Context: an optimization exercise on an open-source flow, tuned for small area and a short achievable clock period. The choices shown serve that exercise and are no tape-out recipe. RTL that was checked went through simulation tests only; none was proved equivalent to the original. No activity file was given, so power comes from the tool's default toggle rates.

==> flow/design.v <==
module qd256 (
    input  wire       clk,
    input  wire       rst,
    input  wire       cmd_valid,
    input  wire [2:0] cmd_op,
    input  wire [7:0] cmd_a,
    input  wire [7:0] cmd_b,
    output reg        res_valid,
    output reg  [7:0] res,
    output wire       err
);
    reg [7:0] acc;
    reg       err_q;
    wire       use_acc = cmd_op[2];                  
    wire       inv     = ~(cmd_op[0] ^ cmd_op[2]);   
    wire       no_b    = cmd_op[1];                  
    wire [7:0] l    = use_acc ? acc : cmd_a;
    wire [7:0] r    = no_b ? 8'h00 : cmd_b;
    wire       jl   = l[7];
    wire       sub  = jl | inv;
    wire       cin  = jl;
    wire       nout = inv & ~jl;
    wire       flip = jl & (r[0] ^ (inv & l[0]));
    wire [6:0] ro = r[6:0] ^ {7{sub}};
    wire [6:0] lo = l[6:0];
    wire [7:0] g0 = {lo & ro, cin};
    wire [7:0] p0 = {lo ^ ro, 1'b0};
    wire [7:0] s8 = {lo, cin} + {ro, cin};
    wire [6:0] cc = s8[7:1] ^ p0[7:1];
    wire [6:0] sum = p0[7:1] ^ cc;
    wire [6:0] k    = sum ^ {7{nout}} ^ {flip, 6'd0};
    wire [7:0] out  = {jl ^ r[7], k};
    wire       emits = cmd_op[2] ? ~cmd_op[1] : (cmd_op[1] ^ cmd_op[0]);
    always @(posedge clk) begin
        if (rst) begin
            acc       <= 8'h00;
            err_q     <= 1'b0;
            res_valid <= 1'b0;
        end else begin
            res_valid <= cmd_valid & emits;
            if (cmd_valid) begin
                case (cmd_op)
                    3'b011: acc <= 8'h00;
                    3'b100: acc <= out;
                    3'b101: acc <= cmd_b;
                    default: ;
                endcase
                if (cmd_op[2] & cmd_op[1])
                    err_q <= 1'b1;
            end
        end
    end
    always @(posedge clk)
        res <= out;
    assign err = err_q;
endmodule
clock: 10.0 ns
lec_check: 0
cap_margin: 20
core_area: 2 2 61 61
die_area: 0 0 63 63
slew_margin: 20
standard.sh (not shown) runs the stock make flow with config.mk's settings and CLKGATE_MAP_FILE= SYNTH_SCRIPT=/design/flow/synth_recipe.tcl, a recipe that flattens the netlist after the stock synthesis.
==> flow/flow/run.sh <==
#!/bin/bash
# Own layout flow: the standard synthesis unchanged, then the logic
# between the registers re-mapped for area by OpenROAD's restructure (ABC),
# then the standard layout with plain buf_1 port buffers and an internal
# setup target for repair_timing (flow/knobs.txt).
set -euo pipefail
cd "$(dirname "${BASH_SOURCE[0]}")/.."
KNOBS=$(cat flow/knobs.txt)
RES=$PWD/orfs/results/$FLOW_PLATFORM/qd256/base
bash standard.sh synth > make_synth.log 2>&1
mkdir -p rmp_work
LIB=$FLOW_HOME/platforms/$FLOW_PLATFORM/lib/sky130_fd_sc_hd__tt_025C_1v80.lib
python3 flow/libfilter.py "$LIB" rmp_work/rmp.lib 'sky130_fd_sc_hd__probe*' 'sky130_fd_sc_hd__lpflow_*'
RES=$RES LIB=$LIB RMP_LIB=$PWD/rmp_work/rmp.lib \
  openroad -no_init -exit flow/rmp.tcl > openroad_rmp.log 2>&1
# shellcheck disable=SC2086
bash standard.sh $KNOBS \
  "BUFFER_PORTS_ARGS=-buffer_cell sky130_fd_sc_hd__buf_1" finish > make_finish.log 2>&1
Other scripts of this flow, unchanged in this note and not shown: flow/flow/knobs.txt, flow/flow/libfilter.py, flow/flow/rmp.tcl
Next try:
--- a/flow/design.v
+++ b/flow/design.v
@@ -22,35 +22,36 @@
     wire       nout = inv & ~jl;
     wire       flip = jl & (r[0] ^ (inv & l[0]));
     wire [6:0] ro = r[6:0] ^ {7{sub}};
     wire [6:0] lo = l[6:0];
     wire [7:0] g0 = {lo & ro, cin};
     wire [7:0] p0 = {lo ^ ro, 1'b0};
-    wire [7:0] s8 = {lo, cin} + {ro, cin};
-    wire [6:0] cc = s8[7:1] ^ p0[7:1];
+    wire [4:0] sl  = {1'b0, lo[3:0]} + {1'b0, ro[3:0]} + {4'd0, cin};
+    wire [2:0] sh0 = lo[6:4] + ro[6:4];
+    wire [2:0] sh1 = lo[6:4] + ro[6:4] + 3'd1;
+    wire [6:0] s7  = {sl[4] ? sh1 : sh0, sl[3:0]};
+    wire [6:0] cc  = s7 ^ p0[7:1];
     wire [6:0] sum = p0[7:1] ^ cc;
     wire [6:0] k    = sum ^ {7{nout}} ^ {flip, 6'd0};
     wire [7:0] out  = {jl ^ r[7], k};
     wire       emits = cmd_op[2] ? ~cmd_op[1] : (cmd_op[1] ^ cmd_op[0]);
+    wire       v_enc = cmd_valid & (cmd_op == 3'b100);
+    wire       v_dec = cmd_valid & (cmd_op == 3'b101);
+    wire       v_clr = cmd_valid & (cmd_op == 3'b011);
+    wire       hold  = ~(v_enc | v_dec | v_clr);
+    wire [7:0] acc_d = ({8{v_enc}} & out) | ({8{v_dec}} & cmd_b) | ({8{hold}} & acc);
     always @(posedge clk) begin
         if (rst) begin
             acc       <= 8'h00;
             err_q     <= 1'b0;
             res_valid <= 1'b0;
         end else begin
             res_valid <= cmd_valid & emits;
-            if (cmd_valid) begin
-                case (cmd_op)
-                    3'b011: acc <= 8'h00;
-                    3'b100: acc <= out;
-                    3'b101: acc <= cmd_b;
-                    default: ;
-                endcase
-                if (cmd_op[2] & cmd_op[1])
-                    err_q <= 1'b1;
-            end
+            acc       <= acc_d;
+            if (cmd_valid & cmd_op[2] & cmd_op[1])
+                err_q <= 1'b1;
         end
     end
     always @(posedge clk)
         res <= out;
     assign err = err_q;
 endmodule
- The new run went through all stages and came out clean
- fmax increases by about 0.54%
- hold slack improves by 0.0030 ns
- cell area rises by 3.1%
- worst setup slack gets better by 0.023 ns
- sequential share of layout area came out lower by 0.80 points
- global-route usage is lower by 0.77 points
- register-to-register slack gets better by 0.03 ns
- utilization is higher by 1.2 points
- sequential power is lower by about 1%
- clock-buffer cell count is unchanged
- power rose by about 2.8%
The RTL of the second run of this note was laid out without a check of its function.

---

== south ==
// qd256: RTL as listed in full above, without the edits since
Settings: LEC_CHECK=0, CAP_MARGIN=20, CORE_MARGIN=2, CORE_UTILIZATION=40, SLEW_MARGIN=20; clock period 10.0 ns.
==> flow/flow/run.sh <==
#!/bin/bash
# Own layout flow: the standard flow (standard synthesis unchanged) with
# plain buf_1 port buffers, an internal setup target for repair_timing
# (flow/knobs.txt) and, after CTS, a downsizing pass that keeps that target.
set -euo pipefail
cd "$(dirname "${BASH_SOURCE[0]}")/.."
KNOBS=$(cat flow/knobs.txt)
for h in flow/*.hook.tcl; do
  [ -e "$h" ] || continue
  v=$(basename "$h" .hook.tcl)
  export "${v}_TCL=$PWD/$h"
done
# shellcheck disable=SC2086
bash standard.sh $KNOBS \
  "BUFFER_PORTS_ARGS=-buffer_cell sky130_fd_sc_hd__buf_1" finish > make_finish.log 2>&1
==> flow/flow/PRE_FLOORPLAN.hook.tcl <==
# Re-map the synthesized logic for area (registers are left as they are);
# repair_timing later in the flow sizes the critical paths back up.
puts "hook: restructure for area"
if { [env_var_exists_and_non_empty DONT_USE_CELLS] } {
  set_dont_use $::env(DONT_USE_CELLS)
}
report_design_area
file mkdir $::env(OBJECTS_DIR)/rmp
restructure -target area -liberty_file [lindex $::env(LIB_FILES) 0] \
  -tielo_port sky130_fd_sc_hd__conb_1/LO -tiehi_port sky130_fd_sc_hd__conb_1/HI \
  -work_dir $::env(OBJECTS_DIR)/rmp -abc_logfile $::env(LOG_DIR)/rmp_abc.log
report_design_area
==> flow/flow/knobs.txt <==
SETUP_SLACK_MARGIN=6.0
For middle, these inputs were changed with respect to south:
--- a/flow/design.v
+++ b/flow/design.v
@@ -18,14 +18,34 @@
     wire [7:0] r    = no_b ? 8'h00 : cmd_b;
     wire       jl   = l[7];
-    wire       sub  = jl | inv;
-    wire       cin  = jl;
-    wire       nout = inv & ~jl;
+    wire       negr = jl;
+    wire       negl = inv & ~jl;
+    wire       cin  = negr | negl;
+    wire       nout = 1'b0;
     wire       flip = jl & (r[0] ^ (inv & l[0]));
-    wire [6:0] ro = r[6:0] ^ {7{sub}};
-    wire [6:0] lo = l[6:0];
+    wire [6:0] ro = r[6:0] ^ {7{negr}};
+    wire [6:0] lo = l[6:0] ^ {7{negl}};
     wire [7:0] g0 = {lo & ro, cin};
     wire [7:0] p0 = {lo ^ ro, 1'b0};
-    wire [7:0] s8 = {lo, cin} + {ro, cin};
-    wire [6:0] cc = s8[7:1] ^ p0[7:1];
+    wire [7:0] G1, P1, G2, P2, G3;
+    assign G1[0]=g0[0]; assign P1[0]=p0[0];
+    assign G1[1]=g0[1]|(p0[1]&g0[0]); assign P1[1]=p0[1]&p0[0];
+    assign G1[2]=g0[2]; assign P1[2]=p0[2];
+    assign G1[3]=g0[3]|(p0[3]&g0[2]); assign P1[3]=p0[3]&p0[2];
+    assign G1[4]=g0[4]; assign P1[4]=p0[4];
+    assign G1[5]=g0[5]|(p0[5]&g0[4]); assign P1[5]=p0[5]&p0[4];
+    assign G1[6]=g0[6]; assign P1[6]=p0[6];
+    assign G1[7]=g0[7]|(p0[7]&g0[6]); assign P1[7]=p0[7]&p0[6];
+    assign G2[1:0]=G1[1:0]; assign P2[1:0]=P1[1:0];
+    assign G2[2]=G1[2]|(P1[2]&G1[1]); assign P2[2]=P1[2]&P1[1];
+    assign G2[3]=G1[3]|(P1[3]&G1[1]); assign P2[3]=P1[3]&P1[1];
+    assign G2[5:4]=G1[5:4]; assign P2[5:4]=P1[5:4];
+    assign G2[6]=G1[6]|(P1[6]&G1[5]); assign P2[6]=P1[6]&P1[5];
+    assign G2[7]=G1[7]|(P1[7]&G1[5]); assign P2[7]=P1[7]&P1[5];
+    assign G3[3:0]=G2[3:0];
+    assign G3[4]=G2[4]|(P2[4]&G2[3]);
+    assign G3[5]=G2[5]|(P2[5]&G2[3]);
+    assign G3[6]=G2[6]|(P2[6]&G2[3]);
+    assign G3[7]=G2[7]|(P2[7]&G2[3]);
+    wire [6:0] cc = G3[6:0];
     wire [6:0] sum = p0[7:1] ^ cc;
     wire [6:0] k    = sum ^ {7{nout}} ^ {flip, 6'd0};
[summary]
Compared to south, the routing of middle uses more wire. Across both runs, multi-input logic portion of the cell area was higher for middle than for south. middle vs. south: reg-to-reg setup timing slack higher; non-clock buffer count lower; clock latency at the later pin of the worst-skew pair roughly the same; met2 global-route usage lower; total global-route track usage lower. Higher critical path depth among south and middle: middle.
Only the layout flow was run in middle; the RTL was not checked for function there.

==> afterwards: timing with drivers on the ports <==
Ports are ideal in the flow. The routed layouts listed here were re-timed in OpenROAD.
Step 1 sets driving cells, clkbuf_16 on the clock port and buf_2 on the other inputs (assumed; they add their load-dependent delay and slew).
Step 2 also shifts input and output timing later by t, the mid clock arrival at the registers, as if the neighbouring blocks saw the same clock.
Slacks: ideal / step 1 / step 2; pairs: ideal / step 1.
run | t (ns) | slack for setup (ns) | worst setup path after step 2 | clock arrival spread, ns
the first run of note 1 | 0.308 | 5.632 / 5.631 / 5.323 | input to register | 0.007 / 0.007
the second run of note 1 | 0.312 | 5.656 / 5.642 / 5.330 | input to register | 0.003 / 0.003
south | 0.307 | 5.935 / 5.863 / 5.556 | input to register | 0.009 / 0.009
middle | 0.318 | 6.106 / 6.040 / 5.722 | input to register | 0.011 / 0.010
After both steps every run listed still meets setup and hold. For middle, which loses most, drivers alone change the setup slack by -0.066 ns; drivers and shift together by -0.384 ns.
